What follows belongs to an exercise in optimizing a design on an open flow for small area, a short achievable clock period and few clock cycles per item; a production flow would make more cautious choices. Where RTL was checked, it was by simulation tests only, not by an equivalence proof against the original. No functional check of the RTL was part of runs 1, 2 and 5 to 7. Power and IR drop assume default switching activity.

File: design/flow/run.sh
#!/bin/bash
# synth_recipe.tcl (not shown) runs the flow's synth.tcl, then flattens the netlist and writes it again
# the make line also repeats each setting of config.mk as NAME=value (left out here)
make -C /OpenROAD-flow-scripts/flow DESIGN_CONFIG=/design/flow/config.mk WORK_HOME=/design/flow/orfs CLKGATE_MAP_FILE= SYNTH_SCRIPT=/design/flow/synth_recipe.tcl finish
File: design/flow/config.mk
export PLATFORM = sky130hd
export DESIGN_NAME = fb_draw
export DESIGN_NICKNAME = fb_draw
export VERILOG_FILES = /design/flow/design.v
export SDC_FILE = /design/flow/constraint.sdc
export NUM_CORES = 4
export LEC_CHECK = 0
export CAP_MARGIN = 70
export CORE_MARGIN = 2
export CORE_UTILIZATION = 30
export GPL_TIMING_DRIVEN = 1
export PLACE_DENSITY = 0.6
export SLEW_MARGIN = 70
File: design/flow/constraint.sdc
create_clock -name core_clock -period 15.0 [get_ports {clk}]
set_input_delay 3.0000 -clock core_clock [delete_from_list [all_inputs] [get_ports {clk}]]
set_output_delay 3.0000 -clock core_clock [all_outputs]
set_load 0.01 [all_outputs]
File: design/flow/design.v
module fb_draw (
    input  wire        clk,
    input  wire        rst,         
    input  wire        cmd_valid,
    output wire        cmd_ready,
    input  wire [2:0]  cmd_op,      
    input  wire [15:0] cmd_x,       
    input  wire [15:0] cmd_y,       
    input  wire [15:0] cmd_len,     
    input  wire [15:0] cmd_h,       
    input  wire [7:0]  cmd_c,       
    input  wire        dat_valid,
    output wire        dat_ready,
    input  wire [7:0]  dat_byte,
    output wire        px_valid,
    input  wire        px_ready,
    output wire [7:0]  px_x,
    output wire [6:0]  px_y,
    output wire [7:0]  px_c,
    output wire        ack          
);
    localparam OP_CLEAR  = 3'd0;
    localparam OP_PIXEL  = 3'd1;
    localparam OP_HLINE  = 3'd2;
    localparam OP_VLINE  = 3'd3;
    localparam OP_CIRCLE = 3'd4;
    localparam OP_BLIT   = 3'd5;
    function [17:0] fadd;
        input [17:0] a, b;
        input        ci;
        reg   [17:0] g, p, gg, pp;
        reg   [18:0] c;
        integer i, k;
        begin
            g = a & b;
            p = a ^ b;
            gg = g;
            pp = p;
            for (k = 1; k < 18; k = k * 2)
                for (i = 0; i < 18; i = i + 1)
                    if ((i / k) % 2 == 1) begin
                        gg[i] = gg[i] | (pp[i] & gg[(i / k) * k - 1]);
                        pp[i] = pp[i] & pp[(i / k) * k - 1];
                    end
            c[0] = ci;
            for (i = 0; i < 18; i = i + 1)
                c[i + 1] = gg[i] | (pp[i] & ci);
            fadd = p ^ c[17:0];
        end
    endfunction
    function [15:0] finc;
        input [15:0] a;
        integer i;
        begin
            for (i = 0; i < 16; i = i + 1)
                finc[i] = a[i] ^ (&(a | ~((16'd1 << i) - 16'd1)));
        end
    endfunction
    function [15:0] fdec;
        input [15:0] a;
        integer i;
        begin
            for (i = 0; i < 16; i = i + 1)
                fdec[i] = a[i] ^ ~(|(a & ((16'd1 << i) - 16'd1)));
        end
    endfunction
    reg rdy;           
    reg ackr;          
    reg busy;          
    reg m_setup;       
    reg m_scan;        
    reg m_circ;        
    reg isblit;        
    reg g;             
    reg first;         
    reg cinit;         
    reg dneg;          
    reg [3:0] emask;   
    reg [7:0] ex1, ex2;    
    reg [6:0] ey1, ey2;    
    reg signed [15:0] ox, oy;      
    reg [15:0] cx, cy;             
    reg signed [17:0] dd;          
    reg signed [17:0] ff;          
    reg [16:0] ee;                 
    reg [7:0] pc;
    reg       dr;
    reg       sv;
    reg [7:0] sb;
    assign cmd_ready = rdy;
    assign ack       = ackr;
    assign px_valid  = (emask != 4'd0);
    assign px_c      = pc;
    assign dat_ready = dr;
    wire acc = rdy & cmd_valid;
    function hzero;   
        input [10:0] a, b;
        input        ci;
        hzero = ((a ^ b) == {(a[9:0] | b[9:0]), ci});
    endfunction
    wire [8:0] xs1 = {1'b0, ox[7:0]} + {1'b0, cx[7:0]};
    wire [8:0] xs2 = {1'b0, ox[7:0]} + {1'b0, ~cx[7:0]} + 9'd1;
    wire [10:0] xh  = {{3{ox[15]}}, ox[15:8]};
    wire hx1 = hzero(xh, {3'b000, cx[15:8]}, xs1[8]);
    wire hx2 = hzero(xh, {3'b111, ~cx[15:8]}, xs2[8]);
    wire [7:0] ys1 = {1'b0, oy[6:0]} + {1'b0, cy[6:0]};
    wire [7:0] ys2 = {1'b0, oy[6:0]} + {1'b0, ~cy[6:0]} + 8'd1;
    wire [10:0] yh  = {{2{oy[15]}}, oy[15:7]};
    wire hy1 = hzero(yh, {2'b00, cy[15:7]}, ys1[7]);
    wire hy2 = hzero(yh, {2'b11, ~cy[15:7]}, ys2[7]);
    wire [7:0] P1 = xs1[7:0], P2 = xs2[7:0];
    wire [6:0] Q1 = ys1[6:0], Q2 = ys2[6:0];
    function lx;   
        input [7:0] v;
        lx = !(v[7] && (v[6] || v[5]));
    endfunction
    wire vx1 = hx1 & lx(P1), vx2 = hx2 & lx(P2), vy1 = hy1, vy2 = hy2;
    wire [3:0] vis = {vx1 & vy2, vx2 & vy2, vx2 & vy1, vx1 & vy1};
    wire [3:0] dup  = first ? (g ? 4'b0110 : 4'b1100) : 4'b0000;
    wire [3:0] gvis = vis & ~dup;               
    wire [3:0] erest = emask & (emask - 4'd1);   
    wire [1:0] sidx  = emask[0] ? 2'd0 : emask[1] ? 2'd1 : emask[2] ? 2'd2 : 2'd3;
    wire [7:0] selx  = (sidx == 2'd1 || sidx == 2'd2) ? ex2 : ex1;
    wire [6:0] sely  = sidx[1] ? ey2 : ey1;
    assign px_x = selx;
    assign px_y = sely;
    wire       ld    = (emask == 4'd0) | (px_ready & (erest == 4'd0));
    wire        c_live = m_circ & (cinit | ff[17] | (ff[16:3] == 14'd0 && !(ff[2] && ff[1])));   
    wire [15:0] cx1    = finc(cx);
    wire [15:0] cy1    = finc(cy);
    wire [15:0] cym1   = fdec(cy);
    wire [17:0] dop    = dneg ? {1'b0, ee} : ff;           
    wire [17:0] dd_n   = fadd(dd, dop, 1'b0);
    wire [17:0] ff_n   = ff + {15'd0, cinit | !dneg, cinit | dneg, 1'b0};
    wire [17:0] base = dd;
    wire [17:0] lsum = dd_n;                                       
    wire [7:0]  lim  = g ? 8'd128 : 8'd160;
    wire        oth  = g ? (ox[15:8] == 8'd0 && lx(ox[7:0])) : (oy[15:7] == 9'd0);
    wire        b_lo = base[17];
    wire        b_hi = !b_lo && (base[16:0] >= {9'd0, lim});
    wire        e_hi = !lsum[17] && (lsum[16:0] > {9'd0, lim});
    wire        e_gt = !lsum[17] && (lsum != 18'd0);              
    wire        l_ne = oth & !b_hi & e_gt & (ff[15:0] != 16'd0);   
    wire [7:0]  l_s  = b_lo ? 8'd0 : base[7:0];
    wire [7:0]  l_e  = e_hi ? lim : lsum[7:0];
    wire take    = dr & dat_valid;
    wire have    = !isblit | sv | take;
    wire [7:0] byte_in = sv ? sb : dat_byte;
    wire row_end = (cx1 == dd[15:0]);
    wire blk_end = (cy1 == ff[15:0]);
    wire more  = m_setup | m_scan | c_live;
    wire ack_n = busy & !more & ld;
    always @(posedge clk) begin
        if (rst) begin
            rdy     <= 1'b1;
            ackr    <= 1'b0;
            busy    <= 1'b0;
            m_setup <= 1'b0;
            m_scan  <= 1'b0;
            m_circ  <= 1'b0;
            emask   <= 4'd0;
                        sv      <= 1'b0;
            dr      <= 1'b0;
        end else begin
            ackr <= ack_n;
            rdy  <= acc ? 1'b0 : (ack_n | !busy);
            if (ack_n) begin
                busy   <= 1'b0;
                m_circ <= 1'b0;
            end
            if (acc) begin
                busy    <= 1'b1;
                                sv      <= 1'b0;
                ox      <= (cmd_op == OP_CLEAR) ? 16'sd0 : cmd_x;
                oy      <= (cmd_op == OP_CLEAR) ? 16'sd0 : cmd_y;
                cx      <= (cmd_op == OP_CIRCLE) ? cmd_len : 16'd0;
                cy      <= 16'd0;
                dd      <= (cmd_op == OP_CIRCLE) ? ~{2'b00, cmd_len} :
                           (cmd_op == OP_CLEAR) ? 18'sd160 :
                           (cmd_op == OP_BLIT) ? {2'b00, cmd_len} :
                           (cmd_op == OP_VLINE) ? {{2{cmd_y[15]}}, cmd_y} : {{2{cmd_x[15]}}, cmd_x};
                ff      <= (cmd_op == OP_CIRCLE) ? {1'b1, ~cmd_len, 1'b1} :      
                           (cmd_op == OP_CLEAR) ? 18'sd128 :
                           (cmd_op == OP_BLIT) ? {2'b00, cmd_h} :
                           (cmd_op == OP_PIXEL) ? 18'd1 : {2'b00, cmd_len};
                pc      <= (cmd_op == OP_CLEAR) ? 8'd0 : cmd_c;
                g       <= (cmd_op == OP_VLINE);
                first   <= 1'b1;
                cinit   <= 1'b1;
                ee      <= 17'd3;
                dneg    <= (cmd_op == OP_CIRCLE) && (cmd_len[15:1] != 15'd0);    
                emask   <= 4'd0;
                isblit  <= (cmd_op == OP_BLIT);
                m_setup <= (cmd_op == OP_PIXEL) || (cmd_op == OP_HLINE) || (cmd_op == OP_VLINE);
                m_circ  <= (cmd_op == OP_CIRCLE);
                m_scan  <= (cmd_op == OP_CLEAR) ||
                           ((cmd_op == OP_BLIT) && (cmd_len != 16'd0) && (cmd_h != 16'd0));
                dr      <= (cmd_op == OP_BLIT) && (cmd_len != 16'd0) && (cmd_h != 16'd0);
            end else if (m_setup) begin
                m_setup <= 1'b0;
                m_scan  <= l_ne;
                g       <= 1'b0;
                if (g) begin
                    oy <= 16'sd0;
                    cx <= 16'd0;
                    cy <= {8'd0, l_s};
                    dd <= 18'sd1;
                    ff <= {10'd0, l_e};
                end else begin
                    ox <= 16'sd0;
                    cx <= {8'd0, l_s};
                    cy <= 16'd0;
                    dd <= {10'd0, l_e};
                    ff <= 18'sd1;
                end
            end else if (m_circ) begin
                if (cinit) begin
                    cinit <= 1'b0;
                    ff    <= ff_n;                      
                end
                if (px_ready) emask <= erest;
                if (c_live && (ld || gvis == 4'd0)) begin
                    if (ld) begin
                        emask <= gvis;
                        ex1   <= P1[7:0];
                        ex2   <= P2[7:0];
                        ey1   <= Q1[6:0];
                        ey2   <= Q2[6:0];
                    end
                    g <= !g;
                    if (!g) begin                       
                        cx <= cy;
                        cy <= cx;
                    end else begin                      
                        first <= 1'b0;
                        cx    <= dneg ? cy : cym1;
                        cy    <= cx1;
                        dd    <= dd_n;
                        ee    <= ee + 17'd2;
                        dneg  <= dd_n[17] & ~(&dd_n[16:1]);    
                        ff    <= ff_n;
                    end
                end
            end else if (m_scan) begin
                if (ld && have) begin
                    emask <= {3'b000, vis[0]};
                    ex1   <= P1;
                    ey1   <= Q1;
                    if (isblit) pc <= byte_in;
                    sv  <= 1'b0;
                    if (row_end) begin
                        cx <= 16'd0;
                        cy <= cy1;
                    end else begin
                        cx <= cx1;
                    end
                    if (row_end && blk_end) begin
                        m_scan <= 1'b0;
                        dr     <= 1'b0;
                    end else begin
                        dr     <= isblit;
                    end
                end else begin
                    if (px_ready) emask <= 4'd0;
                    if (take) begin    
                        sb <= dat_byte;
                        sv <= 1'b1;
                        dr <= 1'b0;
                    end
                end
            end else if (px_ready) begin
                emask <= 4'd0;
            end
        end
    end
endmodule
==> out/summary.txt, run 1 <==
Status - complete, no violations
RSZ-0062 raised after global routing - no
Post-DP HPWL - 37,400 um
Critical path type - input port to flop
Period minus WS final - 5700 ps
Crit path DAT - 5850 ps
Yosys top cell by area - edfxtp_1
Multi-input logic area - 0.00851 sq mm
Via-to-Cell Ratio - 5.42
Placed cell areas - 0.0163 sq mm
Worst Hold Class - flop to flop
Wire length per cell - 21.0 um
Post-CTS Setup Bufs - 0
Syn. warnings - 1
CTS buffer count - 17
Total Nets Final - 1,790
Clock latency on the worst-skew pair - 470 ps
Setup crit end kind - flop
Design Area, Final - 0.0170 sq mm
R2r setup slk - 9630 ps
Mapped Nets - 1,697
Final Wtd Congestion - 0.933
Sink Count - 179
Clock Path Buffers - 2
Worst r2r path cells - 18
First-pass GRT wire length - 70,700 um
Drt drc - 0
DR vias - 12,000
FFs w/ async S/R, synth - 0
Worst Hold Path Cells - 2
Routed Antenna Nets - 0
EDFF count, synth - 167
Final Hold Vio Count - 0
Initial antenna violation count - 0
Synth Cell Area - 0.0141 sq mm
CTS H-tree depth - 4
Slew Limit Headroom - 0.686
Die height - 221 um
Root buf cell - clkbuf_16
IO Port Bufs - 114
Hold EP - m_scan
Cell count after synthesis - 1,503
Placement row count - 79
CTS tree - done
Min-delay src - m_scan
Drt first pass iters - 6
Max-slew violation count - 0
Startpoint Class - input port
Core area - 0.0465 sq mm
CP max FO - 17
Post-CTS Hold Fix Bufs - 0
Setup Total Neg Slack - 0 ps
Final count of negative-setup-slack endpoints - 0
GRT overflow - 0
Horiz. Die Dim - 221 um
Initial core utilization - 0.304
Worst R2R End - dd[0]
Tcrit/Tclk final - 0.380
DRT Wirelength - 46,500 um
Post-synthesis sequential area ratio - 0.373
Drt initial violations - 1,183
Full die area - 0.0488 sq mm
Clock Skew - 17.5 ps
Max_cap viols - 0
Number of global-route vias before repair - 11,800
Max VDD drop - 67.0 uV
Worst flop-to-flop path startpoint - dneg
Clk pin slew, worst setup/hold paths - 70 ps
Cts repair resizes - 0
PwrDens - 87.2 mW/mm^2
Yosys top cell area share - 0.356
Synth-to-layout area growth - 20.2%
Pin count of the biggest net entering global routing - 44
Seq cells post-synth - 179
Most common flop cell mapped by yosys - edfxtp_1
Total GRT Usage - 0.188
Fill count - 4,660
CP Data Required Time - 15,150 ps
Transition time of the tightest slew-check pin - 469 ps
Share of post-route cells with drive strength above 1 - 0.106
Lkg Pwr - 6.18 nW
Fmax - 175 MHz
# IOs - 115
Unique masters post-synth - 83
Mapped Avg Cell Area - 9.38 sq um
Largest cells by area after synthesis - edfxtp_1 36%, ha_1 8.5%, xnor2_1 5.7%
Sequential Area - 0.00526 sq mm
-- cell type report --
class / instances / area share
Tap cell: 607 / 0.0448
Sequential cell: 179 / 0.310
Timing Repair Buffer: 149 / 0.0839
Clock buffer: 17 / 0.0251
Clock inverter: 15 / 0.0114
Multi-Input combinational cell: 1151 / 0.502
Inverter: 98 / 0.0220
Antenna cell: 1 / 0.000148
-- how the worst max path moves through the flow --
stage,start,end
2_1_floorplan,px_ready,cy[0]
3_3_place_gp,px_ready,ff[6]
3_5_place_dp,px_ready,cy[13]
4_1_cts,px_ready,cy[14]
5_1_grt,px_ready,cy[14]
6_report,px_ready,cy[14]
-- stage by stage --
| stage | instances | hold WS, ps | worst slack [ps] | util | total power, mW |
|---|---|---|---|---|---|
| after floorplan | 1503 | 471 | 8140 | - | 0.852 |
| after global placement | 2164 | 491 | 8670 | 0.341 | 0.975 |
| after detailed placement | 2182 | 493 | 8730 | 0.350 | 0.993 |
| after CTS | 2214 | 502 | 9220 | 0.363 | 1.48 |
| after global routing | 2216 | 538 | 9110 | 0.365 | 1.54 |
| final | 2217 | 503 | 9300 | 0.365 | 1.48 |
-- registers in the layout, summed over array words and instances (netlist names), 8 cells and up --
| name | count |
|---|---|
| ff | 18 |
| ex2 | 8 |
| dd | 18 |
| oy | 16 |
| pc | 8 |
| sb | 8 |
| cy | 16 |
| ex1 | 8 |
| ee | 16 |
| cx | 16 |
| ox | 16 |
-- critical path, stage by stage --
cell and delay, ps:
clkdlybuf4s50_1 550, inv_1 80, maj3_1 350, o22a_1 200, o21ai_2 250, and2b_1 290
a31oi_1 90, and2_1 200, a21oi_1 120, buf_4 260, a21boi_1 210, buf_4 260
-- placed cells by master, fill, tap and decap left out, drive strengths merged, types with 22 or more instances in the layout --
| cell type | n |
|---|---|
| ha | 96 |
| nor2 | 117 |
| xor2 | 69 |
| nand3 | 49 |
| mux2i | 33 |
| inv | 103 |
| nor4 | 24 |
| and2 | 45 |
| o21ai | 89 |
| nand4 | 26 |
| xnor2 | 92 |
| mux2 | 27 |
| nand2 | 124 |
| a21oi | 61 |
| buf | 37 |
| a22oi | 22 |
| clkdlybuf4s50 | 112 |
| nor3 | 34 |
| edfxtp | 167 |
-- power breakdown --
group | switching (mW) | internal (mW) | leakage, nW
Clock | 0.221 | 0.267 | 0.294
Combinational | 0.217 | 0.155 | 4.23
Sequential | 0.0343 | 0.585 | 1.66
-- logic make-up after synthesis --
logic type	Yosys count	synth area share
adder cells (fa/ha/maj)	107	0.100
flip-flops	179	0.373
XOR/XNOR	161	0.101
buffers and inverters	173	0.0477
multiplexers	60	0.0450
AO/OA/AOI/OAI	320	0.152
AND/OR/NAND/NOR	503	0.182
-- cells in the mapped netlist (14+ instances only) --
library cell  instances
nand2b_1             14
a22oi_1              22
a31oi_1              14
xor2_1               68
nand4_1              25
nor2b_1              15
a211oi_1             19
mux2i_1              33
ha_1                 96
nor3_1               32
and3_1               15
edfxtp_1            167
o211ai_1             14
xnor2_1              92
a21oi_1              60
nand3_1              48
nand2_1             124
mux2_2               27
clkbuf_1             54
o21ai_0              82
nor4_1               21
and2_1               45
inv_1                96
o221ai_1             15
nor2_1              116
-- metal layers --
metal / track usage / share of wire
met1: 0.251 / 0.43
met4: 0.0606 / 0.023
met5: 0 / 0
met2: 0.305 / 0.46
met3: 0.0389 / 0.079
==> run 2: changes to the inputs <==
--- a/design/flow/design.v
+++ b/design/flow/design.v
@@ -221,3 +221,3 @@
                 if (px_ready) emask <= erest;
-                if (c_live && (ld || gvis == 4'd0)) begin
+                if (c_live && ld) begin
                     if (ld) begin
==> run 2 against run 1 <==
Against the previous run:
- die area down 2.3%
- worst setup slack better by 40 ps
- synthesized cell count down 4.0%
- maximum frequency up 0.71%
- non-clock buffer count up 2
- critical path depth down 1
- register-to-register slack worse by 110 ps
- critical endpoint is now cy[15]
- sequential share of layout area up 0.86 points
- power down 4.0%
- global-route usage up 2.2 points
- highest routed layer unchanged
- still clean
- worst hold slack worse by 0.87 ps
- utilization down 0.17 points
==> out/summary.txt, run 2 <==
Status - complete, no violations
Post-DP HPWL - 38,900 um
Full die area - 0.0476 sq mm
Clock Skew - 14.0 ps
First-pass GRT wire length - 74,500 um
Critical Path Max Stage Delay - 500 ps
Fmax - 177 MHz
CTS tree - done
Cell count after synthesis - 1,443
Total GRT Usage - 0.210
Post-CTS Hold Fix Bufs - 0
Synth Cell Area - 0.0138 sq mm
Mux cell area share after synthesis - 0.0413
Synth Area in Adders - 0.102
Slowest cell on crit path - clkdlybuf4s50_1
Drt initial violations - 1,453
Post-CTS Setup Bufs - 0
Cts repair resizes - 0
Root buf cell - clkbuf_16
RSZ-0062 raised after global routing - no
EDFF count, synth - 167
Placement row count - 78
Unique masters post-synth - 70
Pin count of the biggest net entering global routing - 45
Tcrit/Tclk final - 0.377
Slew Limit Headroom - 0.680
Placed cell count - 2,123
Max_cap viols - 0
Core area - 0.0454 sq mm
Initial core utilization - 0.304
Clock latency on the worst-skew pair - 460 ps
Max VDD drop - 62.4 uV
Complex-gate fraction of the synthesized area - 0.156
FFs w/ async S/R, synth - 0
IO Port Bufs - 114
Worst Slack Setup Final - 9340 ps
Setup crit end kind - flop
PwrDens - 86.1 mW/mm^2
Via-to-Cell Ratio - 5.58
Worst Hold Class - flop to flop
# IOs - 115
Yosys top cell area share - 0.364
DRT Wirelength - 49,500 um
Largest family of logic cells by synthesized area - simple AND/OR/NAND/NOR gates
CP max FO - 17
Final Wtd Congestion - 1.00
Crit path DAT - 5830 ps
GRT overflow - 0
Period minus WS final - 5660 ps
Worst flop-to-flop path startpoint - dneg
Lkg Pwr - 5.92 nW
Worst r2r path cells - 19
Share of post-route cells with drive strength above 1 - 0.112
Synth-to-layout area growth - 19.6%
DR vias - 12,100
Met3 usage - 0.0362
Met2 usage - 0.330
CTS H-tree depth - 4
Clk pin slew, worst setup/hold paths - 60 ps
Wire length per cell - 22.9 um
Most instantiated cells after synthesis - 167 x edfxtp_1, 110 x nor2_1, 102 x xnor2_1
Grt met1 use - 0.276
R2r setup slk - 9520 ps
Pre-CTS setup slack - 8680 ps
Transition time of the tightest slew-check pin - 467 ps
Finished Layout Cells - 2,159
Seq cells post-synth - 179
Startpoint Class - input port
Syn. warnings - 1
Sink Count - 179
Hold EP - busy
Largest cells by area after synthesis - edfxtp_1 36%, ha_1 8.7%, xnor2_1 6.5%
Largest registers - dd (18), ff (18)
Final Hold Vio Count - 0
Top-count cell post-synth - edfxtp_1
Routed Antenna Nets - 0
GR peak layer - met2
Total Nets Final - 1,739
Post-synthesis xor/xnor area fraction - 0.107
Post-Synth Simple-Gate Area - 0.167
CP Data Required Time - 15,170 ps
Worst R2R End - dd[1]
Post-synthesis sequential area ratio - 0.381
Drt drc - 0
Initial antenna violation count - 4
Most common flop cell mapped by yosys - edfxtp_1
Mapped Avg Cell Area - 9.55 sq um
Yosys top cell by area - edfxtp_1
Min-delay src - busy
Crit-path cells - clkdlybuf4s50_1, inv_1, maj3_1, nor3_2, o211ai_1, buf_1, o21a_1, a21oi_1, buf_4, nor2b_4, buf_6
CTS buffer count - 17
Most frequent cells in the layout - 167 x edfxtp_1, 102 x nor2_1, 99 x nand2_1, 99 x clkdlybuf4s50_1, 98 x xnor2_1
Max-slew violation count - 0
Most common cell after layout, fill and taps aside - edfxtp_1
Crit path max-delay family - buffers and inverters
Die height - 218 um
Horiz. Die Dim - 218 um
Buf+Inv Stages, Crit Path - 5
Clock Path Buffers - 2
Critical path type - input port to flop
Worst Hold Path Cells - 2
Drt first pass iters - 6
Mapped Nets - 1,637
Final count of negative-setup-slack endpoints - 0
Setup Total Neg Slack - 0 ps
Number of global-route vias before repair - 11,900
## run 2: cell count changes in the layout (fill, tap and decap cells not counted), sizes merged, moves of 10 or more
cell	delta
buf	+14
clkdlybuf4s50	-13
mux2i	-11
nand2	-22
o21ai	-23
xnor2	+10
## run 2: per-layer routing
layer	vias up	share of wire
li1	5493	-
met1	5797	0.41
met2	641	0.45
met3	126	0.093
met4	0	0.052
met5	-	0
## run 2: area by class of cell
cell class,instances,area (sq um)
well taps,600,751
multi-input cells,1099,8230
diodes,2,5.00
clock buffers,19,433
fillers,4559,28900
repair buffers,151,1320
inverters,97,368
clock inverters,12,116
flip-flops and latches,179,5260
## run 2: per-stage QoR
step	power [mW]	instance area, sq um	hold WS, ps	util
after floorplan	0.833	13800	454	-
after global placement	0.959	15600	487	0.343
after detailed placement	0.978	15900	492	0.350
after CTS	1.42	16400	505	0.362
after global routing	1.47	16500	530	0.363
final	1.42	16500	502	0.363
## run 2: tightest hold or removal path, cell delays in order, from the launching register on
cell	delay, ps
dfxtp_1	310
nand2_1	80
a21oi_1	60
## run 2: report_power, final
part / total, mW / leakage [nW] / internal, mW / switching (mW)
sequential: 0.614 / 1.66 / 0.582 / 0.0320
combinational: 0.362 / 4.01 / 0.147 / 0.215
clock: 0.442 / 0.257 / 0.241 / 0.201
total: 1.42 / 5.92 / 0.970 / 0.448
## run 2: kinds of logic (layout without fill, tap and decap cells)
family | Yosys count | after routing
and+or+nand+nor | 460 | 460
AOI/OAI and AO/OA | 313 | 313
DFF | 179 | 179
xor gates and xnor gates | 166 | 166
buffers and inverters | 165 | 279
adders and majority gates | 107 | 107
muxes | 53 | 53
other | 0 | 2
## run 2: how the worst max path moves through the flow
stage	startpoint	endpoint	slack, ps	depth (start not counted)
floorplan	cmd_valid	dd[0]	8560	7
global placement	px_ready	cy[12]	8070	9
detailed placement	px_ready	cy[15]	8680	10
CTS	px_ready	cy[15]	9160	10
global route	dneg	dd[1]	9140	20
finish	px_ready	cy[15]	9340	11
==> run 3: changes to the inputs <==
--- a/design/flow/design.v
+++ b/design/flow/design.v
@@ -222,9 +222,7 @@
                 if (c_live && ld) begin
-                    if (ld) begin
-                        emask <= gvis;
-                        ex1   <= P1[7:0];
-                        ex2   <= P2[7:0];
-                        ey1   <= Q1[6:0];
-                        ey2   <= Q2[6:0];
-                    end
+                    emask <= gvis;
+                    ex1   <= P1[7:0];
+                    ex2   <= P2[7:0];
+                    ey1   <= Q1[6:0];
+                    ey2   <= Q2[6:0];
                     g <= !g;
==> run 3 against run 2 <==
Against the previous run:
- largest power group unchanged
- register-to-register slack improved by 310 ps
- still clean
- largest cell class unchanged
- clock power grew 9.5%
- critical path depth shrank 3
- combinational power is 8.0% higher
- die area increased by 2.6%
- clock-buffer cell count up 5
==> out/summary.txt, run 3 <==
Status - complete, no violations
Clock latency on the worst-skew pair - 490 ps
DR vias - 12,400
Clock power share - 0.324
P_int - 1.02 mW
Setup crit end kind - flop
Critical Path Max Stage Delay - 610 ps
Largest cells by area after synthesis - edfxtp_1 35%, ha_1 8.5%, xnor2_1 5.8%
Worst path depth - 8
DRT Wirelength - 51,300 um
Psw - 0.476 mW
First-pass GRT wire length - 76,600 um
Via-to-Cell Ratio - 5.63
Crit path DAT - 5830 ps
Initial antenna violation count - 1
Synth Cell Area - 0.0141 sq mm
Slew Limit Headroom - 0.689
Final count of negative-setup-slack endpoints - 0
Yosys top cell by area - edfxtp_1
Drt drc - 0
Worst r2r path cells - 18
Number of global-route vias before repair - 11,800
Critical path type - input port to flop
Clock Path Buffers - 2
Yosys top cell area share - 0.355
GRT overflow - 0
Synth-to-layout area growth - 19.6%
Most common flop cell mapped by yosys - edfxtp_1
RSZ-0062 raised after global routing - no
Drt initial violations - 1,272
Logic pwr share - 0.261
Seq cells post-synth - 179
Total GRT Usage - 0.209
Max VDD drop - 65.3 uV
EDFF count, synth - 167
Initial core utilization - 0.304
Wire length per cell - 23.2 um
Max_cap viols - 0
Most frequent cells in the layout - 167 x edfxtp_1, 108 x nor2_1, 102 x nand2_1
Root buf cell - clkbuf_16
Lkg Pwr - 6.14 nW
Most instantiated cells after synthesis - 167 x edfxtp_1, 113 x nor2_1, 104 x nand2_1
Routed Antenna Nets - 0
Slowest cell on crit path - or3_2
Clock Skew - 13.9 ps
Crit path max-delay family - buffers and inverters
Drt first pass iters - 7
Largest registers - dd (18), ff (18)
Sw Share - 0.318
Most common cell after layout, fill and taps aside - edfxtp_1
Full die area - 0.0489 sq mm
Period minus WS final - 5650 ps
Max-slew violation count - 0
Placement row count - 79
Horiz. Die Dim - 221 um
Cts repair resizes - 0
Sink Count - 179
Mapped Avg Cell Area - 9.53 sq um
Post-DP HPWL - 40,900 um
Buf+Inv Stages, Crit Path - 5
Final Wtd Congestion - 0.984
Post-CTS Setup Bufs - 0
Pre-CTS setup slack - 8880 ps
Share of post-route cells with drive strength above 1 - 0.119
Clk pin slew, worst setup/hold paths - 70 ps
Worst Slack Setup Final - 9350 ps
Final Hold Vio Count - 0
Mapped Nets - 1,679
CTS buffer count - 17
Worst Hold Path Cells - 2
Worst Hold Class - flop to flop
Setup Total Neg Slack - 0 ps
Die height - 221 um
Tcrit/Tclk final - 0.376
Unique masters post-synth - 83
IO Port Bufs - 114
Post-synthesis sequential area ratio - 0.372
Post-CTS Hold Fix Bufs - 0
FFs w/ async S/R, synth - 0
Cell count after synthesis - 1,485
Top-count cell post-synth - edfxtp_1
Startpoint Class - input port
CP Data Required Time - 15,190 ps
Total Nets Final - 1,779
Fill count - 4,643
PwrDens - 88.4 mW/mm^2
CTS H-tree depth - 4
Syn. warnings - 1
Pin count of the biggest net entering global routing - 43
Crit-path cells - clkdlybuf4s50_1, nand2_1, buf_4, clkinv_1, buf_6, or3_2, nor4_4, clkdlybuf4s18_2
Core area - 0.0466 sq mm
Fmax - 177 MHz
CP max FO - 39
Transition time of the tightest slew-check pin - 467 ps
# IOs - 115
CTS tree - done
Sequential power share - 0.415
run 3: area by class of cell:
cell class                 instances  area [sq um]  area share
clock inverter                     8           125     0.00739
inverter                          96           362      0.0214
timing repair buffer             154          1360      0.0802
multi-input combinational       1137          8560       0.506
sequential                       179          5260       0.311
clock buffer                      24           492      0.0291
tap                              607           759      0.0449
antenna                            3          7.51    0.000444
run 3: stage by stage:
step | std cells | utilization | total power [mW] | hold WS [ps] | cell area (sq um)
after floorplan | 1485 | - | 0.854 | 459 | 14100
after global placement | 2153 | 0.342 | 0.990 | 502 | 15900
after detailed placement | 2169 | 0.348 | 1.01 | 505 | 16200
after CTS | 2201 | 0.361 | 1.49 | 519 | 16800
after global routing | 2205 | 0.363 | 1.55 | 552 | 16900
final | 2208 | 0.363 | 1.50 | 518 | 16900
run 3: final timing paths:
check	start	end	slack [ps]
setup / recovery	cmd_valid	sb[0]	9350
hold reg to reg	busy	rdy	520
setup reg to reg	dneg	dd[7]	9830
hold / removal	busy	rdy	520
run 3: logic make-up after synthesis:
kind of cell / Yosys count / synth area share
adder cells (fa/ha/maj): 107 / 0.0998
buffers and inverters: 169 / 0.0462
multiplexers: 60 / 0.0451
AO/OA/AOI/OAI: 322 / 0.159
flip-flops: 179 / 0.372
AND/OR/NAND/NOR: 486 / 0.179
XOR/XNOR: 162 / 0.100
run 3: worst reg2reg max path, delay by kind of cell (launching register included):
kind	cells	cell delay, ps
simple gates	7	1660
fa+ha+maj	2	930
compound gates	4	670
buf+inv	3	580
mux	2	580
flops	1	490
run 3: power by group through the flow:
| stage | clock (mW) | sequential, mW | combinational [mW] |
|---|---|---|---|
| 3_3_place_gp | 0 | 0.633 | 0.357 |
| 5_1_grt | 0.509 | 0.623 | 0.421 |
| 2_1_floorplan | 0 | 0.613 | 0.241 |
| 6_report | 0.484 | 0.621 | 0.391 |
| 3_5_place_dp | 0 | 0.632 | 0.376 |
| 4_1_cts | 0.494 | 0.621 | 0.379 |
run 3: layer usage:
| metal | track usage | wire, um |
|---|---|---|
| met4 | 0.103 | 2530 |
| met5 | 0 | 0 |
| met2 | 0.320 | 22700 |
| met3 | 0.0390 | 4680 |
| met1 | 0.281 | 21400 |
Testbench counts of run 3, summed over its fixed seeds: cycles 122,404, items 2,400.
==> run 4: changes to the inputs <==
==> design/flow/flow/run.sh (new file) <==
#!/bin/bash
# Standard layout flow, with timing repair aimed at a setup slack of 10.5 ns.
bash standard.sh SETUP_SLACK_MARGIN=10.5 finish > standard.log 2>&1
==> design/flow/standard.sh (new file) <==
#!/bin/bash
# synth_recipe.tcl (not shown) runs the flow's synth.tcl, then flattens the netlist and writes it again
# the make line also repeats each setting of config.mk as NAME=value (left out here)
make -C /OpenROAD-flow-scripts/flow DESIGN_CONFIG=/design/flow/config.mk WORK_HOME=/design/flow/orfs CLKGATE_MAP_FILE= SYNTH_SCRIPT=/design/flow/synth_recipe.tcl "${@:-finish}"
removed: design/flow/run.sh
==> run 4 against run 3 <==
Against the previous run:
- highest routed layer unchanged
- largest cell class unchanged
- sequential power about the same
- critical endpoint is now ff[17]
- sequential share of layout area decreased by 2.8 points
- cell count increased by 3.3%
- combinational power increased by 15%
- synthesized cell count unchanged
==> out/summary.txt, run 4 <==
Full die area - 0.0489 sq mm
Synth Cell Area - 0.0141 sq mm
IO Port Bufs - 114
EDFF count, synth - 167
Max_cap viols - 0
Post-synthesis sequential area ratio - 0.372
Max VDD drop - 67.1 uV
Yosys top cell by area - edfxtp_1
CTS H-tree depth - 4
Worst Hold Class - flop to flop
Drt initial violations - 1,746
FFs w/ async S/R, synth - 0
Initial antenna violation count - 0
First-pass GRT wire length - 79,700 um
Most frequent cells in the layout - 167 x edfxtp_1, 100 x nor2_1, 92 x nand2_1
Yosys top cell area share - 0.355
Largest cells by area after synthesis - edfxtp_1 35%, ha_1 8.5%, xnor2_1 5.8%
Clock power share - 0.314
Sw Share - 0.340
Setup Total Neg Slack - 0 ps
Max-slew violation count - 0
Post-DP HPWL - 41,200 um
Root buf cell - clkbuf_16
GRT overflow - 0
RSZ-0062 raised after global routing - yes
Via-to-Cell Ratio - 5.69
Fill count - 4,514
Initial core utilization - 0.304
Final count of negative-setup-slack endpoints - 0
Placed cell count - 2,172
Slew Limit Headroom - 0.673
Tcrit/Tclk final - 0.313
Number of global-route vias before repair - 12,500
CTS buffer count - 17
Unique masters post-synth - 83
Crit path DAT - 4890 ps
Wire length per cell - 24.0 um
Final Wtd Congestion - 0.995
# IOs - 115
Status - complete, no violations
Sink Count - 179
Die height - 221 um
Clock latency on the worst-skew pair - 470 ps
Mapped Avg Cell Area - 9.53 sq um
Finished Layout Cells - 2,281
CTS tree - done
Critical path type - input port to flop
Power, Total - 1.56 mW
Fmax - 213 MHz
Logic pwr share - 0.289
Drt first pass iters - 8
DRT Wirelength - 54,700 um
Drt drc - 0
Transition time of the tightest slew-check pin - 490 ps
Pin count of the biggest net entering global routing - 43
Startpoint Class - input port
P_int - 1.03 mW
Horiz. Die Dim - 221 um
Sequential power share - 0.398
Final Hold Vio Count - 0
Share of post-route cells with drive strength above 1 - 0.215
# diodes - 0
Core area - 0.0466 sq mm
Lkg Pwr - 6.98 nW
Most common cell after layout, fill and taps aside - edfxtp_1
Setup crit end kind - flop
Clk pin slew, worst setup/hold paths - 70 ps
Most common flop cell mapped by yosys - edfxtp_1
Largest registers - dd (18), ff (18)
Clock Path Buffers - 2
Seq cells post-synth - 179
Total GRT Usage - 0.217
Placement row count - 79
Top-count cell post-synth - edfxtp_1
Routed Antenna Nets - 0
Syn. warnings - 1
Total Nets Final - 1,855
Psw - 0.530 mW
Clock Skew - 13.9 ps
Mapped Nets - 1,679
DR vias - 13,000
CP Data Required Time - 15,200 ps
Period minus WS final - 4700 ps
Cell count after synthesis - 1,485
PwrDens - 83.8 mW/mm^2
Most instantiated cells after synthesis - 167 x edfxtp_1, 113 x nor2_1, 104 x nand2_1
Synth-to-layout area growth - 31.6%
CP max FO - 6
[run 4: cell counts after synthesis]
Identical to the previous run, type by type.
[run 4: worst max-delay path, stage by stage]
cell,delay [ps]
buf_12,100
inv_12,30
maj3_2,320
o31ai_4,220
buf_12,170
a31oi_4,100
or3b_4,460
buf_6,150
nor3_4,120
xnor2_1,140
o21ai_1,70
[run 4: power groups by stage]
stage | Sequential (mW) | Clock, mW | Combinational (mW)
after floorplan | 0.613 | 0 | 0.245
after global placement | 0.632 | 0 | 0.360
after detailed placement | 0.631 | 0 | 0.380
after CTS | 0.620 | 0.493 | 0.411
after global routing | 0.623 | 0.509 | 0.480
final | 0.621 | 0.489 | 0.451
[run 4: cells by family after synthesis]
family / count (synthesis) / synth area share
compound gates: 322 / 0.159
flops: 179 / 0.372
simple gates: 486 / 0.179
fa+ha+maj: 107 / 0.0998
xor+xnor: 162 / 0.100
mux: 60 / 0.0451
buf+inv: 169 / 0.0462
[run 4: path summary, 6_finish.rpt]
kind	depth (start not counted)	slack, ps	start	end
worst min-delay path	2	550	busy	rdy
worst max-delay path	11	10300	px_ready	ff[17]
worst min register to register	2	550	busy	rdy
worst max register to register	17	10540	dneg	ff[7]
[run 4: per-layer routing]
metal  track usage  up-vias  part of all wire
met5             0        -                 0
met4         0.112        0             0.051
met3        0.0481      146              0.10
met2         0.333      788              0.44
met1         0.285     6244              0.41
li1              -     5800                 -
[run 4: final cells by class]
type	count	area (sq um)	share of cell area
multi-input combinational	1138	9240	0.496
sequential	179	5270	0.283
timing repair buffer	228	2340	0.126
tap	607	759	0.0408
clock buffer	17	425	0.0228
inverter	96	393	0.0211
clock inverter	15	189	0.0101
timing repair inverter	1	6.26	0.000336
[run 4: through the flow]
stage                     hold WS, ps  utilization  worst slack, ps  area, sq um
after global routing              587        0.400            10270        18600
after CTS                         568        0.386            10370        18000
after floorplan                   459            -             9740        14300
final                             549        0.400            10300        18600
after global placement            545        0.343             8470        16000
after detailed placement          550        0.353             8750        16400
[run 4: repair_timing]
action	CTS	global route
resized for setup	216	75
setup endpoints to repair	256	131
hold buffers	0	0
gates cloned	7	1
pin swaps	21	27
setup buffers	40	25
==> run 5: changes to the inputs <==
--- a/design/flow/design.v
+++ b/design/flow/design.v
@@ -84,3 +84,2 @@
     reg signed [17:0] ff;          
-    reg [16:0] ee;                 
     reg [7:0] pc;
@@ -131,3 +130,3 @@
     wire [15:0] cym1   = fdec(cy);
-    wire [17:0] dop    = dneg ? {1'b0, ee} : ff;           
+    wire [17:0] dop    = dneg ? {1'b0, cx1, 1'b1} : ff;    
     wire [17:0] dd_n   = fadd(dd, dop, 1'b0);
@@ -189,3 +188,2 @@
                 cinit   <= 1'b1;
-                ee      <= 17'd3;
                 dneg    <= (cmd_op == OP_CIRCLE) && (cmd_len[15:1] != 15'd0);    
@@ -221,8 +219,10 @@
                 if (px_ready) emask <= erest;
-                if (c_live && ld) begin
-                    emask <= gvis;
-                    ex1   <= P1[7:0];
-                    ex2   <= P2[7:0];
-                    ey1   <= Q1[6:0];
-                    ey2   <= Q2[6:0];
+                if (c_live && (ld || gvis == 4'd0)) begin
+                    if (ld) begin
+                        emask <= gvis;
+                        ex1   <= P1[7:0];
+                        ex2   <= P2[7:0];
+                        ey1   <= Q1[6:0];
+                        ey2   <= Q2[6:0];
+                    end
                     g <= !g;
@@ -236,3 +236,2 @@
                         dd    <= dd_n;
-                        ee    <= ee + 17'd2;
                         dneg  <= dd_n[17] & ~(&dd_n[16:1]);    
==> run 5 against run 4 <==
Against the previous run:
- routed wire length up 0.35%
- maximum frequency down 6.6%
- combinational power up 19%
- cell area up 1.1%
- clock skew up 4.1 ps
- still clean
- utilization up 1.7 points
- critical path depth up 10
==> out/summary.txt, run 5 <==
Largest family of logic cells by synthesized area - simple AND/OR/NAND/NOR gates
Worst flop-to-flop path startpoint - cx[0]
Wire length per cell - 23.4 um
Via-to-Cell Ratio - 5.70
Yosys top cell by area - edfxtp_1
Core area - 0.0452 sq mm
Max-slew violation count - 0
Root buf cell - clkbuf_16
Post-synthesis xor/xnor area fraction - 0.0904
Placement row count - 78
CP Data Required Time - 15,340 ps
Startpoint Class - flop
RSZ-0062 raised after global routing - yes
Largest cells by area after synthesis - edfxtp_1 33%, ha_1 8.7%, xnor2_1 5.7%
Max VDD drop - 45.4 uV
Drt first pass iters - 6
Unique masters post-synth - 87
Total GRT Usage - 0.226
PwrDens - 84.2 mW/mm^2
Worst Hold Class - flop to flop
Horiz. Die Dim - 218 um
Pin count of the biggest net entering global routing - 56
Post-CTS Hold Fix Bufs - 0
Largest registers - dd (18), ff (18)
Max_cap viols - 0
Initial antenna violation count - 0
Yosys top cell area share - 0.331
Logic pwr share - 0.339
Clock power share - 0.303
Finished Layout Cells - 2,343
Number of global-route vias before repair - 12,800
Critical path type - flop to flop
Setup crit end kind - flop
Post-synthesis sequential area ratio - 0.349
Setup Total Neg Slack - 0 ps
CTS H-tree depth - 4
Status - complete, no violations
Most frequent cells in the layout - 151 x edfxtp_1, 112 x nor2_1, 108 x nand2_1
Top-count cell post-synth - edfxtp_1
Mux cell area share after synthesis - 0.0328
Clk pin slew, worst setup/hold paths - 80 ps
Post-Synth Simple-Gate Area - 0.197
Synth Area in Adders - 0.102
Final Wtd Congestion - 0.969
CP startpoint - cx[0]
Cell count after synthesis - 1,502
Slew Limit Headroom - 0.608
Synth Cell Area - 0.0137 sq mm
# IOs - 115
Total Nets Final - 1,923
Seq cells post-synth - 163
Drt initial violations - 1,254
IO Port Bufs - 114
GRT overflow - 0
Min-delay src - busy
Share of post-route cells with drive strength above 1 - 0.252
First-pass GRT wire length - 80,100 um
Sequential power share - 0.358
Sw Share - 0.351
Final count of negative-setup-slack endpoints - 0
Clock latency on the worst-skew pair - 470 ps
Most instantiated cells after synthesis - 151 x edfxtp_1, 125 x nor2_1, 117 x nand2_1
Full die area - 0.0473 sq mm
FFs w/ async S/R, synth - 0
Clock Skew - 18.0 ps
Clock Path Buffers - 2
Final Hold Vio Count - 0
Lkg Pwr - 7.04 nW
Mapped Nets - 1,695
# diodes - 0
Transition time of the tightest slew-check pin - 580 ps
DRT Wirelength - 54,900 um
P_int - 1.03 mW
Syn. warnings - 1
Most common cell after layout, fill and taps aside - edfxtp_1
Die height - 218 um
Drt drc - 0
EDFF count, synth - 151
Tcrit/Tclk final - 0.335
Crit path DAT - 5370 ps
DR vias - 13,400
Most common flop cell mapped by yosys - edfxtp_1
Fill count - 4,318
CTS tree - done
Synth-to-layout area growth - 37.6%
Mapped Avg Cell Area - 9.11 sq um
Psw - 0.556 mW
CP max FO - 7
Placed cell count - 2,185
Initial core utilization - 0.303
Period minus WS final - 5030 ps
Complex-gate fraction of the synthesized area - 0.179
Routed Antenna Nets - 0
Fmax - 199 MHz
Sink Count - 163
CTS buffer count - 17
Post-DP HPWL - 40,900 um
==> run 5: changes by cell type after synthesis, sizes merged, moves of 10 or more <==
cell,delta
mux2i,-11
edfxtp,-16
a221o,-10
a21o,+14
xor2,-21
o21ai,-11
nor3,+19
nand2,+13
nand3,-13
a21oi,+26
==> run 5: worst paths after layout <==
kind                               to  cells after the start  slack, ps
worst max-delay path            dd[6]                     21       9970
worst min-delay path              rdy                      2        520
worst max register to register  dd[6]                     21       9970
worst min register to register    rdy                      2        520
==> run 5: worst max-delay path, stage by stage (launching register included) <==
cell and delay (ps):
edfxtp_1 440, ha_4 200, nand3_4 170, nor3_4 200, ha_4 230, mux2_4 270
ha_4 230, a21o_4 220, a21o_4 220, a22oi_2 170, o211ai_1 140, a21o_1 190
fa_1 460, nand3b_1 220, buf_6 160, a2111oi_4 200, a211oi_2 110, a2111oi_4 190
buf_4 190, a31oi_4 140, o31ai_4 400, a21o_1 170
==> run 5: per-layer routing <==
layer  part of all wire  global-route usage  wire [um]  vias to the layer above
met1               0.41               0.294      22400                     6526
met3              0.084              0.0446       4620                      138
met2               0.46               0.363      25500                      735
met5                  0                   0          0                        -
li1                   -                   -          -                     5967
met4              0.044              0.0957       2430                        0
==> run 5: per-stage QoR <==
step	total power [mW]	worst slack (ps)	hold slack (ps)	utilization	instance area, sq um
final	1.59	9970	519	0.417	18800
after global routing	1.64	9760	565	0.417	18800
after CTS	1.54	10010	527	0.397	17900
after detailed placement	1.01	8960	511	0.357	16100
after global placement	0.990	8870	501	0.347	15700
after floorplan	0.847	10090	470	-	14000
==> run 5: cells by family (layout without fill, tap and decap cells) <==
| group | after synthesis | after routing |
|---|---|---|
| multiplexers | 42 | 42 |
| buffers and inverters | 171 | 410 |
| XOR/XNOR | 138 | 138 |
| AND/OR/NAND/NOR | 524 | 526 |
| adder cells (fa/ha/maj) | 106 | 106 |
| AO/OA/AOI/OAI | 358 | 358 |
| flip-flops | 163 | 163 |
==> run 5: area by class of cell <==
type / instances / area [sq um] / share of cell area
clock inverter: 15 / 190 / 0.0101
multi-input combinational: 1170 / 9590 / 0.509
inverter: 95 / 382 / 0.0203
clock buffer: 17 / 425 / 0.0226
timing repair buffer: 283 / 2700 / 0.144
tap: 600 / 751 / 0.0399
sequential: 163 / 4790 / 0.254
==> run 5: repair_timing <==
action,4_1_cts,5_1_grt
endpoints found under the setup margin,222,155
pin swaps,45,52
buffers inserted,73,45
gates cloned,4,0
resized for setup,215,89
==> run 5: power groups by stage <==
stage	Sequential [mW]	Clock (mW)	Combinational, mW
CTS	0.567	0.484	0.486
finish	0.568	0.481	0.537
detailed placement	0.580	0	0.433
global placement	0.579	0	0.410
global route	0.570	0.499	0.571
floorplan	0.562	0	0.285
==> run 6: changes to the inputs <==
--- a/design/flow/design.v
+++ b/design/flow/design.v
@@ -219,3 +219,3 @@
                 if (px_ready) emask <= erest;
-                if (c_live && (ld || gvis == 4'd0)) begin
+                if (c_live && ld) begin
                     if (ld) begin
==> run 6 against run 5 <==
Against the previous run:
- still clean
- synthesized area fell by 3.6%
- clock skew fell by 2.6 ps
- flip-flop and latch count did not move
- synthesized cell count fell by 5.4%
- utilization fell by 0.55 points
- via count fell by 6.9%
- critical path depth fell by 2
- cell area fell by 5.5%
- register-to-register slack got worse by 290 ps
- power fell by 1.4%
==> out/summary.txt, run 6 <==
Status - complete, no violations
Final hold slack - 487 ps
Most instantiated cells after synthesis - 151 x edfxtp_1, 114 x nor2_1, 111 x nand2_1
Worst Slack Setup Final - 9680 ps
Hold EP - busy
Final Hold Vio Count - 0
Setup Total Neg Slack - 0 ps
Critical path type - flop to flop
RSZ-0062 raised after global routing - yes
Final count of negative-setup-slack endpoints - 0
CTS H-tree depth - 4
Worst flop-to-flop path startpoint - cx[5]
Crit path DAT - 5640 ps
Tcrit/Tclk final - 0.355
Clock Skew - 15.4 ps
Mapped Avg Cell Area - 9.28 sq um
Largest registers - dd (18), ff (18)
Worst r2r path cells - 19
Period minus WS final - 5320 ps
Pin count of the biggest net entering global routing - 54
GRT overflow - 0
Max-slew violation count - 0
Power, Total - 1.56 mW
Worst Hold Class - flop to flop
DR vias - 12,400
Clock latency on the worst-skew pair - 460 ps
Pre-CTS setup slack - 9010 ps
Min-delay src - busy
Routed Antenna Nets - 0
First-pass GRT wire length - 77,500 um
Max VDD drop - 58.1 uV
Transition time of the tightest slew-check pin - 504 ps
R2r setup slk - 9680 ps
Seq cells post-synth - 163
Max_cap viols - 0
Final Wtd Congestion - 1.03
DRT Wirelength - 52,500 um
Most common flop cell mapped by yosys - edfxtp_1
Initial core utilization - 0.305
Post-synthesis sequential area ratio - 0.362
Cell count after synthesis - 1,421
Full die area - 0.0457 sq mm
Top-count cell post-synth - edfxtp_1
Most frequent cells in the layout - 151 x edfxtp_1, 107 x nand2_1, 99 x nor2_1
PwrDens - 87.9 mW/mm^2
CTS tree - done
Design Area, Final - 0.0178 sq mm
Synth Cell Area - 0.0132 sq mm
Wire length per cell - 23.6 um
IO Port Bufs - 114
Worst R2R End - dd[4]
Slew Limit Headroom - 0.662
Unique masters post-synth - 73
CTS buffer count - 17
Clk pin slew, worst setup/hold paths - 80 ps
Fmax - 188 MHz
Sink Count - 163
Root buf cell - clkbuf_16
CP Data Required Time - 15,320 ps
Yosys top cell by area - edfxtp_1
Drt drc - 0
Via-to-Cell Ratio - 5.59
Most common cell after layout, fill and taps aside - edfxtp_1
Horiz. Die Dim - 214 um
Mapped Nets - 1,614
Multi-input logic area - 0.00882 sq mm
# IOs - 115
Die height - 214 um
EDFF count, synth - 151
Startpoint Class - flop
Sequential Area - 0.00479 sq mm
Post-DP HPWL - 40,400 um
Placement row count - 76
Largest cells by area after synthesis - edfxtp_1 34%, ha_1 9.0%, xnor2_1 7.1%
Setup crit end kind - flop
Number of global-route vias before repair - 12,200
Initial antenna violation count - 4
Fill count - 4,186
Total Nets Final - 1,817
Final Core Density - 0.411
Worst Hold Path Cells - 2
Synth-to-layout area growth - 34.9%
Total GRT Usage - 0.230
Placed cell count - 2,094
Drt first pass iters - 7
Syn. warnings - 1
Clock Path Buffers - 2
Yosys top cell area share - 0.344
Core area - 0.0433 sq mm
Placed cell areas - 0.0156 sq mm
Share of post-route cells with drive strength above 1 - 0.222
Lkg Pwr - 6.80 nW
CP max FO - 6
Finished Layout Cells - 2,226
FFs w/ async S/R, synth - 0
Drt initial violations - 1,489
-- run 6: cell count changes in the layout (fill, tap and decap cells not counted), sizes merged, moves of 10 or more --
cell / change
clkbuf: +10
xnor2: +18
nor3: -17
dlymetal6s2s: +11
nor2: -11
clkdlybuf4s50: -10
a21oi: -20
buf: -37
a211oi: -10
-- run 6: layout make-up --
class / instances / area share
repair buffers: 254 / 0.136
clock buffers: 22 / 0.0255
flip-flops and latches: 163 / 0.269
multi-input cells: 1091 / 0.496
well taps: 585 / 0.0412
inverters: 97 / 0.0224
diodes: 4 / 0.000563
clock inverters: 10 / 0.00886
-- run 6: worst max-delay path, cell delays in order (launching register included) --
cell	delay, ps
edfxtp_1	560
and4_2	350
nand2_4	80
inv_4	60
ha_4	190
mux2_4	270
ha_4	310
and4_4	260
or3b_4	420
a21oi_4	180
or2_4	150
a21o_1	120
a21o_1	180
fa_2	500
nor3b_4	260
nand4b_1	160
a21oi_2	280
a31oi_4	170
o31ai_4	430
a221o_1	240
-- run 6: logic make-up after synthesis --
kind of cell	after synthesis	share of synthesized area
AO/OA/AOI/OAI	325	0.168
XOR/XNOR	150	0.0996
adder cells (fa/ha/maj)	106	0.106
buffers and inverters	168	0.0489
flip-flops	163	0.362
multiplexers	41	0.0333
AND/OR/NAND/NOR	468	0.183
-- run 6: what timing repair did --
| item | CTS | global route |
|---|---|---|
| hold buffers | 0 | 0 |
| resized for setup | 169 | 89 |
| pin swaps | 42 | 43 |
| setup endpoints to repair | 214 | 118 |
| gates cloned | 1 | 0 |
| buffers inserted | 57 | 29 |
-- run 6: layer usage --
layer	vias up	GRT usage	part of all wire
li1	5601	-	-
met1	5960	0.290	0.39
met2	718	0.361	0.44
met3	160	0.0584	0.10
met4	2	0.127	0.062
met5	-	0	0.00025
-- run 6: report_power, final --
group	switching [mW]	internal, mW
Clock	0.195	0.282
Combinational	0.295	0.221
Sequential	0.0350	0.535
Total	0.525	1.04
-- run 6: worst max path at each step --
stage                  end  cells after the start  startpoint
floorplan            cy[0]                      7    px_ready
global route         dd[4]                     18       cx[0]
finish               dd[4]                     19       cx[5]
global placement     ff[6]                      7   cmd_op[1]
CTS                  dd[4]                     21       cx[0]
detailed placement  cy[12]                     11    px_ready
==> run 7: changes to the inputs <==
--- a/design/flow/design.v
+++ b/design/flow/design.v
@@ -77,2 +77,3 @@
     reg dneg;          
+    reg r0;            
     reg [3:0] emask;   
@@ -126,3 +127,3 @@
     wire       ld    = (emask == 4'd0) | (px_ready & (erest == 4'd0));
-    wire        c_live = m_circ & (cinit | ff[17] | (ff[16:3] == 14'd0 && !(ff[2] && ff[1])));   
+    wire        c_live = m_circ & (g | ((cx >= cy) & !(r0 & !first)));    
     wire [15:0] cx1    = finc(cx);
@@ -130,3 +131,3 @@
     wire [15:0] cym1   = fdec(cy);
-    wire [17:0] dop    = dneg ? {1'b0, cx1, 1'b1} : ff;    
+    wire [17:0] dop    = dneg ? {1'b0, cy, 1'b1} : ff;
     wire [17:0] dd_n   = fadd(dd, dop, 1'b0);
@@ -189,2 +190,3 @@
                 dneg    <= (cmd_op == OP_CIRCLE) && (cmd_len[15:1] != 15'd0);    
+                r0      <= (cmd_len == 16'd0);
                 emask   <= 4'd0;
@@ -220,9 +222,7 @@
                 if (c_live && ld) begin
-                    if (ld) begin
-                        emask <= gvis;
-                        ex1   <= P1[7:0];
-                        ex2   <= P2[7:0];
-                        ey1   <= Q1[6:0];
-                        ey2   <= Q2[6:0];
-                    end
+                    emask <= gvis;
+                    ex1   <= P1[7:0];
+                    ex2   <= P2[7:0];
+                    ey1   <= Q1[6:0];
+                    ey2   <= Q2[6:0];
                     g <= !g;
@@ -231,2 +231,7 @@
                         cy <= cx;
+                        if (!first) begin               
+                            dd   <= dd_n;
+                            dneg <= dd_n[17] & ~(&dd_n[16:1]);    
+                            ff   <= ff_n;
+                        end
                     end else begin                      
@@ -235,5 +240,2 @@
                         cy    <= cx1;
-                        dd    <= dd_n;
-                        dneg  <= dd_n[17] & ~(&dd_n[16:1]);    
-                        ff    <= ff_n;
                     end
==> design/flow/run.sh (new file) <==
#!/bin/bash
# synth_recipe.tcl (not shown) runs the flow's synth.tcl, then flattens the netlist and writes it again
# the make line also repeats each setting of config.mk as NAME=value (left out here)
make -C /OpenROAD-flow-scripts/flow DESIGN_CONFIG=/design/flow/config.mk WORK_HOME=/design/flow/orfs CLKGATE_MAP_FILE= SYNTH_SCRIPT=/design/flow/synth_recipe.tcl finish
removed: design/flow/flow/run.sh
removed: design/flow/standard.sh
==> run 7 against run 6 <==
Against the previous run:
- still clean on timing, DRC and antenna
- first-iteration DRC count fell by 18%
- critical path depth is 10 lower
- clock power decreased by 8.8%
- critical path type is now input port to flop
- highest routed layer unchanged
==> out/summary.txt, run 7 <==
Fmax - 173 MHz
Initial antenna violation count - 2
Total Nets Final - 1,777
Final Wtd Congestion - 0.982
Horiz. Die Dim - 218 um
Post-DP HPWL - 38,600 um
Post-CTS Hold Fix Bufs - 0
Yosys top cell area share - 0.332
# IOs - 115
IO Port Bufs - 114
PwrDens - 81.8 mW/mm^2
Mapped Nets - 1,674
GRT overflow - 0
Synth Cell Area - 0.0137 sq mm
Cts repair resizes - 0
Crit path max-delay family - buffers and inverters
Clock Skew - 12.4 ps
Unique masters post-synth - 83
CP max FO - 17
Clock Path Buffers - 2
Most common flop cell mapped by yosys - edfxtp_1
Clk pin slew, worst setup/hold paths - 70 ps
Crit-path cells - clkdlybuf4s50_1, inv_1, maj3_1, o22ai_1, a21o_1, nand3_2, a31oi_2, buf_4, and2_4
Most common cell after layout, fill and taps aside - edfxtp_1
DR vias - 12,300
First-pass GRT wire length - 74,700 um
Setup Total Neg Slack - 0 ps
Mapped Avg Cell Area - 9.38 sq um
FFs w/ async S/R, synth - 0
Clock latency on the worst-skew pair - 460 ps
Initial core utilization - 0.303
CP Data Required Time - 15,140 ps
Number of global-route vias before repair - 12,000
Sink Count - 164
Full die area - 0.0475 sq mm
Routed Antenna Nets - 0
Buf+Inv Stages, Crit Path - 3
Top-count cell post-synth - edfxtp_1
Post-synthesis sequential area ratio - 0.350
Fill count - 4,617
Synth-to-layout area growth - 20.3%
CTS buffer count - 17
Post-CTS Setup Bufs - 0
Wire length per cell - 22.9 um
Crit path DAT - 5940 ps
Core area - 0.0453 sq mm
Yosys top cell by area - edfxtp_1
CP startpoint - px_ready
Most frequent cells in the layout - 152 x edfxtp_1, 115 x xnor2_1, 111 x ha_1
Max_cap viols - 0
Startpoint Class - input port
RSZ-0062 raised after global routing - no
Via-to-Cell Ratio - 5.65
DRT Wirelength - 50,100 um
Final Hold Vio Count - 0
Status - complete, no violations
Syn. warnings - 1
Die height - 218 um
Pin count of the biggest net entering global routing - 42
Placement row count - 78
Drt initial violations - 1,215
Slew Limit Headroom - 0.681
Tcrit/Tclk final - 0.386
Most instantiated cells after synthesis - 152 x edfxtp_1, 117 x xnor2_1, 111 x ha_1
CTS H-tree depth - 4
Drt first pass iters - 7
Max-slew violation count - 0
Worst flop-to-flop path startpoint - dneg
Max VDD drop - 50.1 uV
Seq cells post-synth - 164
Worst Hold Class - flop to flop
Largest cells by area after synthesis - edfxtp_1 33%, ha_1 10%, xnor2_1 7.5%
Setup crit end kind - flop
Period minus WS final - 5800 ps
Critical path type - input port to flop
Final hold slack - 487 ps
Total GRT Usage - 0.210
Share of post-route cells with drive strength above 1 - 0.114
Min-delay src - busy
Cell count after synthesis - 1,465
Final count of negative-setup-slack endpoints - 0
Lkg Pwr - 5.90 nW
Critical Path Max Stage Delay - 560 ps
Root buf cell - clkbuf_16
Slowest cell on crit path - clkdlybuf4s50_1
CTS tree - done
Transition time of the tightest slew-check pin - 465 ps
EDFF count, synth - 152
Drt drc - 0
Largest registers - dd (18), ff (18)
## run 7: power by group
group | total (mW) | leakage (nW) | switching, mW | internal [mW]
clock network | 0.435 | 0.267 | 0.219 | 0.216
logic | 0.356 | 4.12 | 0.209 | 0.147
registers | 0.560 | 1.51 | 0.0293 | 0.531
total | 1.35 | 5.90 | 0.457 | 0.895
## run 7: worst reg2reg max path: stages, from the launching register on
cell and delay [ps]:
edfxtp_1 510, buf_4 220, or2_2 120, ha_1 130, inv_1 50, fa_1 400, nand2b_1 280, a21oi_2 360
o21a_1 240, a21boi_0 150, fa_1 540, or4_1 610, or4_1 520, nor4_1 250, nand3_1 90, or4_1 410
o22a_1 190
## run 7: through the flow
stage               instances  utilization  total power, mW  instance area [sq um]  worst slack, ps
finish                   2182        0.365             1.35                  16500             9200
global placement         2127        0.343            0.900                  15500             7960
floorplan                1465            -            0.777                  13700             8820
CTS                      2174        0.363             1.35                  16400             9110
detailed placement       2142        0.351            0.917                  15900             8620
global route             2181        0.365             1.40                  16500             9070
## run 7: layout make-up
class / instances / area (sq um) / share of cell area
Multi-Input combinational cell: 1124 / 8600 / 0.520
Sequential cell: 164 / 4810 / 0.291
Timing Repair Buffer: 156 / 1430 / 0.0862
Tap cell: 600 / 751 / 0.0454
Clock buffer: 17 / 425 / 0.0257
Inverter: 105 / 397 / 0.0240
Clock inverter: 15 / 121 / 0.00734
Antenna cell: 1 / 2.50 / 0.000151
## run 7: worst paths after layout
| path | endpoint | slack (ps) | cells past startpoint |
|---|---|---|---|
| setup reg to reg | dneg | 9710 | 16 |
| hold reg to reg | busy | 490 | 2 |
| hold / removal | busy | 490 | 2 |
| setup / recovery | cy[5] | 9200 | 9 |
## run 7: logic make-up after synthesis
group           synth area share
simple gates               0.179
compound gates             0.164
buf+inv                   0.0501
flops                      0.350
xor+xnor                  0.0983
fa+ha+maj                  0.116
mux                       0.0426
## run 7: metal layers
| metal | vias up | global-route usage | share of wire |
|---|---|---|---|
| met1 | 6073 | 0.289 | 0.44 |
| met5 | - | 0 | 0.00026 |
| met4 | 2 | 0.0655 | 0.026 |
| met2 | 569 | 0.327 | 0.44 |
| li1 | 5597 | - | - |
| met3 | 84 | 0.0466 | 0.093 |

what the ideal ports hide:
The results above use ideal ports. As a check the final layouts listed here were re-extracted and re-timed, cells and wires unchanged. Step 1 assumes that a clkbuf_16 drives the clock port and a buf_2 every other input. Step 2 adds t to the input delays and takes it off the output delays; t is the mean of the earliest and latest rising clock arrival at the registers after step 1. Input paths then give back, and output paths get back, about the clock's delay inside the block. Slacks: no drivers / after step 1 / after step 2; pairs: no drivers / after step 1.
| run | shift t [ns] | slack for setup (ns) | slew at the worst register clock pin (ns) | pins driven straight from the clock port |
|---|---|---|---|---|
| run 1 | 0.512 | 9.302 / 9.305 / 8.793 | 0.08 / 0.08 | 1 |
| run 2 | 0.512 | 9.342 / 9.345 / 8.833 | 0.08 / 0.08 | 1 |
| run 3 | 0.534 | 9.354 / 9.365 / 8.831 | 0.07 / 0.07 | 1 |
| run 4 | 0.514 | 10.305 / 10.295 / 9.782 | 0.08 / 0.08 | 1 |
| run 5 | 0.511 | 9.971 / 9.971 / 9.668 | 0.08 / 0.08 | 1 |
| run 6 | 0.503 | 9.682 / 9.682 / 9.682 | 0.08 / 0.08 | 1 |
| run 7 | 0.513 | 9.203 / 9.220 / 8.707 | 0.08 / 0.08 | 1 |
After both steps every run listed still meets setup and hold.
